Background: an optimization exercise with open tools, aiming at small area, a short achievable clock period and few clock cycles per item. Do not read the settings as production practice.
No activity file was given, so power comes from the tool's default toggle rates.

==> run a: inputs <==
Design j1587_msgdec, start of the top module:
module j1587_msgdec (
    input  wire         clk,
    input  wire         rst,
    input  wire         start,
    input  wire [255:0] frame,
    input  wire [5:0]   frame_len,
    output reg          done,
    output reg  [3:0]   err,
    output reg  [7:0]   mid,
    output reg  [3:0]   nparams,
    output reg  [80:0]  par_pid,    
    output reg  [44:0]  par_pos,    
    output reg  [44:0]  par_dlen    
);
Settings: LEC_CHECK=0, CAP_MARGIN=20, CORE_MARGIN=2, CORE_UTILIZATION=40, SETUP_SLACK_MARGIN=3.5, SLEW_MARGIN=20; clock period 7.0 ns.
standard.sh (not shown) runs the stock make flow with config.mk's settings and CLKGATE_MAP_FILE= SYNTH_SCRIPT=/design/flow/synth_recipe.tcl, a recipe that flattens the netlist after the stock synthesis.
==> flow/flow/run.sh <==
#!/bin/bash
# The standard layout, with plain buffers (buf_1) on the ports instead of
# the flow's default port buffer cell.
export BUFFER_PORTS_ARGS="-buffer_cell sky130_fd_sc_hd__buf_1"
bash standard.sh > standard.log 2>&1
==> run b (differences from run a) <==
--- a/flow/design.v
+++ b/flow/design.v
@@ -15,14 +15,15 @@
     localparam [3:0] E_NONE      = 4'd0;
     localparam [3:0] E_INV_PID   = 4'd1;
     localparam [3:0] E_INV_LEN   = 4'd3;
     localparam [3:0] E_TOO_LONG  = 4'd6;
     localparam [3:0] E_TRUNC     = 4'd7;
     localparam [3:0] E_CHECKSUM  = 4'd8;
     integer i;
+    genvar g;
     reg       busy;          
     reg       wt;            
     reg       quick;         
     reg [4:0] cpos;          
     reg [6:0] dr;            
     reg [3:0] slot;          
     reg [1:0] perr;          
@@ -34,50 +35,32 @@
     reg [7:0] pid_r  [0:8];
     reg [4:0] pos_r  [0:8];
     reg [4:0] dlen_r [0:8];
     wire [7:0] b0 = frame[7:0];
     wire [7:0] b1 = frame[15:8];
     wire [7:0] b2 = frame[23:16];
     wire [7:0] b3 = frame[31:24];
+    wire [4:0]  len_hgt;     
+    wire [4:0]  len_heq;     
+    wire [7:0]  len_lgt;     
     wire [31:0] inlen;
-    assign inlen[0] = (frame_len[5]) | (frame_len[4]) | (frame_len[3]) | (frame_len[2]) | (frame_len[1]) | (frame_len[0]);
-    assign inlen[1] = (frame_len[5]) | (frame_len[4]) | (frame_len[3]) | (frame_len[2]) | (frame_len[1]);
-    assign inlen[2] = (frame_len[5]) | (frame_len[4]) | (frame_len[3]) | (frame_len[2]) | (frame_len[1] & frame_len[0]);
-    assign inlen[3] = (frame_len[5]) | (frame_len[4]) | (frame_len[3]) | (frame_len[2]);
-    assign inlen[4] = (frame_len[5]) | (frame_len[4]) | (frame_len[3]) | (frame_len[2] & frame_len[1]) | (frame_len[2] & frame_len[0]);
-    assign inlen[5] = (frame_len[5]) | (frame_len[4]) | (frame_len[3]) | (frame_len[2] & frame_len[1]);
-    assign inlen[6] = (frame_len[5]) | (frame_len[4]) | (frame_len[3]) | (frame_len[2] & frame_len[1] & frame_len[0]);
-    assign inlen[7] = (frame_len[5]) | (frame_len[4]) | (frame_len[3]);
-    assign inlen[8] = (frame_len[5]) | (frame_len[4]) | (frame_len[3] & frame_len[2]) | (frame_len[3] & frame_len[1]) | (frame_len[3] & frame_len[0]);
-    assign inlen[9] = (frame_len[5]) | (frame_len[4]) | (frame_len[3] & frame_len[2]) | (frame_len[3] & frame_len[1]);
-    assign inlen[10] = (frame_len[5]) | (frame_len[4]) | (frame_len[3] & frame_len[2]) | (frame_len[3] & frame_len[1] & frame_len[0]);
-    assign inlen[11] = (frame_len[5]) | (frame_len[4]) | (frame_len[3] & frame_len[2]);
-    assign inlen[12] = (frame_len[5]) | (frame_len[4]) | (frame_len[3] & frame_len[2] & frame_len[1]) | (frame_len[3] & frame_len[2] & frame_len[0]);
-    assign inlen[13] = (frame_len[5]) | (frame_len[4]) | (frame_len[3] & frame_len[2] & frame_len[1]);
-    assign inlen[14] = (frame_len[5]) | (frame_len[4]) | (frame_len[3] & frame_len[2] & frame_len[1] & frame_len[0]);
-    assign inlen[15] = (frame_len[5]) | (frame_len[4]);
-    assign inlen[16] = (frame_len[5]) | (frame_len[4] & frame_len[3]) | (frame_len[4] & frame_len[2]) | (frame_len[4] & frame_len[1]) | (frame_len[4] & frame_len[0]);
-    assign inlen[17] = (frame_len[5]) | (frame_len[4] & frame_len[3]) | (frame_len[4] & frame_len[2]) | (frame_len[4] & frame_len[1]);
-    assign inlen[18] = (frame_len[5]) | (frame_len[4] & frame_len[3]) | (frame_len[4] & frame_len[2]) | (frame_len[4] & frame_len[1] & frame_len[0]);
-    assign inlen[19] = (frame_len[5]) | (frame_len[4] & frame_len[3]) | (frame_len[4] & frame_len[2]);
-    assign inlen[20] = (frame_len[5]) | (frame_len[4] & frame_len[3]) | (frame_len[4] & frame_len[2] & frame_len[1]) | (frame_len[4] & frame_len[2] & frame_len[0]);
-    assign inlen[21] = (frame_len[5]) | (frame_len[4] & frame_len[3]) | (frame_len[4] & frame_len[2] & frame_len[1]);
-    assign inlen[22] = (frame_len[5]) | (frame_len[4] & frame_len[3]) | (frame_len[4] & frame_len[2] & frame_len[1] & frame_len[0]);
-    assign inlen[23] = (frame_len[5]) | (frame_len[4] & frame_len[3]);
-    assign inlen[24] = (frame_len[5]) | (frame_len[4] & frame_len[3] & frame_len[2]) | (frame_len[4] & frame_len[3] & frame_len[1]) | (frame_len[4] & frame_len[3] & frame_len[0]);
-    assign inlen[25] = (frame_len[5]) | (frame_len[4] & frame_len[3] & frame_len[2]) | (frame_len[4] & frame_len[3] & frame_len[1]);
-    assign inlen[26] = (frame_len[5]) | (frame_len[4] & frame_len[3] & frame_len[2]) | (frame_len[4] & frame_len[3] & frame_len[1] & frame_len[0]);
-    assign inlen[27] = (frame_len[5]) | (frame_len[4] & frame_len[3] & frame_len[2]);
-    assign inlen[28] = (frame_len[5]) | (frame_len[4] & frame_len[3] & frame_len[2] & frame_len[1]) | (frame_len[4] & frame_len[3] & frame_len[2] & frame_len[0]);
-    assign inlen[29] = (frame_len[5]) | (frame_len[4] & frame_len[3] & frame_len[2] & frame_len[1]);
-    assign inlen[30] = (frame_len[5]) | (frame_len[4] & frame_len[3] & frame_len[2] & frame_len[1] & frame_len[0]);
-    assign inlen[31] = (frame_len[5]);
+    generate
+        for (g = 0; g < 5; g = g + 1) begin : g_hi
+            assign len_hgt[g] = (frame_len[5:3] > g);
+            assign len_heq[g] = (frame_len[5:3] == g);
+        end
+        for (g = 0; g < 8; g = g + 1) begin : g_lo
+            assign len_lgt[g] = (frame_len[2:0] > g);
+        end
+        for (g = 0; g < 32; g = g + 1) begin : g_in
+            assign inlen[g] = len_hgt[g / 8] | (len_heq[g / 8] & len_lgt[g % 8]);
+        end
+    endgenerate
     wire pg_in = inlen[2] && (b1 == 8'hFF);
     wire [255:0] fm;
-    genvar g;
     generate
         for (g = 0; g < 32; g = g + 1) begin : g_mask
             if (g < 4) begin : g_keep
                 assign fm[8*g +: 8] = frame[8*g +: 8];
             end else begin : g_cut
                 assign fm[8*g +: 8] = frame[8*g +: 8] & {8{inlen[g]}};
             end
@@ -547,23 +530,45 @@
                 e  = dneg;
                 f  = 1'b1;
                 dl = d[4:0];
             end
             step = {e, c, f, dl, nx, dn};
         end
     endfunction
-    wire [20:0] st1 = step(5'd1, b1, b2, {1'b0, frame_len} - 7'd4);
-    wire [20:0] st2 = step(5'd2, b2, b3, {1'b0, frame_len} - 7'd5);
-    wire [255:0] frame_l = {frame[255:32], {4{frame[31:24]}}};
-    wire [255:0] frame_n = {8'h00, frame[255:40], {4{frame[39:32]}}};
-    wire [7:0]  lm  = frame_l[{cpos, 3'b000} +: 8];
-    wire [7:0]  nm  = frame_n[{cpos, 3'b000} +: 8];
+    reg [6:0] lm4, lm5;
+    always @* begin
+        lm4 = 7'd0;
+        lm5 = 7'd0;
+        for (i = 0; i < 64; i = i + 1)
+            if (frame_len == i) begin
+                lm4 = i - 4;
+                lm5 = i - 5;
+            end
+    end
+    wire [7:0]  l0  = pg_in ? b2 : b1;
+    wire [7:0]  n0  = pg_in ? b3 : b2;
+    wire [20:0] st0 = step({3'b000, pg_in, ~pg_in}, l0, n0, pg_in ? lm5 : lm4);
+    reg [31:0] csel;
+    always @* begin
+        csel = 32'd0;
+        for (i = 0; i < 32; i = i + 1)
+            if (cpos == i) csel[i] = 1'b1;
+    end
+    reg [7:0] lm, nm;
+    always @* begin
+        lm = 8'd0;
+        nm = 8'd0;
+        for (i = 3; i < 31; i = i + 1) begin
+            lm = lm | (frame[8*i +: 8] & {8{csel[i]}});
+            nm = nm | (frame[8*i+8 +: 8] & {8{csel[i]}});
+        end
+    end
     wire [20:0] stm = step(cpos, lm, nm, dr);
-    wire [20:0] s  = start ? (pg_in ? st2 : st1) : stm;
-    wire [7:0]  l  = start ? (pg_in ? b2 : b1) : lm;
+    wire [20:0] s  = start ? st0 : stm;
+    wire [7:0]  l  = start ? l0 : lm;
     wire [3:0]  k  = start ? 4'd0 : slot;
     wire       s_err  = s[20];
     wire [1:0] s_code = s[19:18];
     wire       s_fin  = s[17];
     wire [4:0] s_dl   = s[16:12];
     wire [4:0] s_next = s[11:7];
     wire [6:0] s_dn   = s[6:0];
- CORE_UTILIZATION: 40 -> 60
- SETUP_SLACK_MARGIN: 3.5 -> 3.0
==> run c (differences from run a) <==
- SETUP_SLACK_MARGIN: 3.5 -> 3.0
==> reports/metrics.yaml <==
run_status:
  status: "no timing/DRC/antenna violations"
finish:
  largest_reg_flops: 72
  fin_cells: 3180
  n_all_buffers: 593
power_and_ir_drop:
  p_int_w: 0.00651
  pwr-share-comb: 0.692
timing:
  tightest_slew_ns: 1.07
worst_setup_path:
  r2r_cells: 15
yosys:
  netlist_area_um2: 20900
routing:
  wire_per_inst_um: 26.6
  drt_iter0_drc: 1654
min_path:
  min_delay_path_depth: 2
That was run c.
==> reports/metrics.yaml <==
global_route:
  grtUsageMet1: 0.694
  grt_pass1_wl_um: 167000
  gr-total-overflow: 39
  busiest_layer: "met2"
clocking:
  ctsResizeCount: 262
  clockBufferDepth: 3
  cts_sinks: 241
run_status:
  error_line: "[ERROR GRT-0116] Global routing finished with congestion. Check the congestion regions in the DRC Viewer."
  status: "aborted with a tool error"
  lastStage: "global routing"
yosys:
  synth_compound_area_frac: 0.140
  synth-edff-count: 165
  netlist_area_um2: 20200
  yosysMostFrequentCell: "inv_1"
  synthFlopType: "edfxtp_1"
  ys_top_cells_by_area: "edfxtp_1 25%, fa_1 19%, dfxtp_1 7.5%"
  syn_avg_cell_area_um2: 10.2
floorplan:
  chipWidth_um: 188
  dieHeight_um: 188
That was run b.
==> reports/metrics.yaml <==
worst_setup_path:
  crit_path_end_kind: "register"
  r2r_start: "cpos[0]"
  worstSetupStartpointType: "input port"
  r2r_cells: 17
  crit_type: "input port to register"
floorplan:
  nWellTaps: 680
  chipWidth_um: 233
timing:
  hold_ws_ns: 0.523
  tightest_slew_ns: 1.08
run_status:
  status: "no timing/DRC/antenna violations"
yosys:
  netlist_area_um2: 20900
finish:
  n_all_buffers: 686
  largest_reg_flops: 72
  fin_cells: 3275
clocking:
  root_buffer: "clkbuf_16"
  clk_pin_slew_ns: 0.06
power_and_ir_drop:
  p_int_w: 0.00739
routing:
  drt_iter0_drc: 2009
min_path:
  min_delay_path_depth: 2
That was run a.
No functional check of the RTL was part of any run of this note.

-- what the ideal ports hide --
How much do the figures lean on ideal ports? The routed layouts below were timed once more, with nothing changed but the port constraints.
Step 1 (the two cells are an assumption about what drives the block):
set clk [get_ports {clk}]
set_driving_cell -lib_cell sky130_fd_sc_hd__clkbuf_16 $clk
set_driving_cell -lib_cell sky130_fd_sc_hd__buf_2 [delete_from_list [all_inputs] $clk]
Step 2 adds t to the input delays and takes it off the output delays; t is the mean of the earliest and latest rising clock arrival at the registers after step 1. Input paths then give back, and output paths get back, about the clock's delay inside the block.
Three values: ideal, step 1, step 2; two values: the first two.
run	t (ns)	setup WS [ns]	hold slack, ns	worst register clock-pin slew, ns	pins driven straight from the clock port
run a	0.621	2.792 / 2.803 / 2.181	0.523 / 0.523 / 0.523	0.07 / 0.07	1
run c	0.617	2.796 / 2.809 / 2.191	0.547 / 0.547 / 0.547	0.07 / 0.07	1
After both steps every run listed still meets setup and hold. For run a, which loses most, drivers alone change the setup slack by +0.011 ns; drivers and shift together by -0.611 ns.
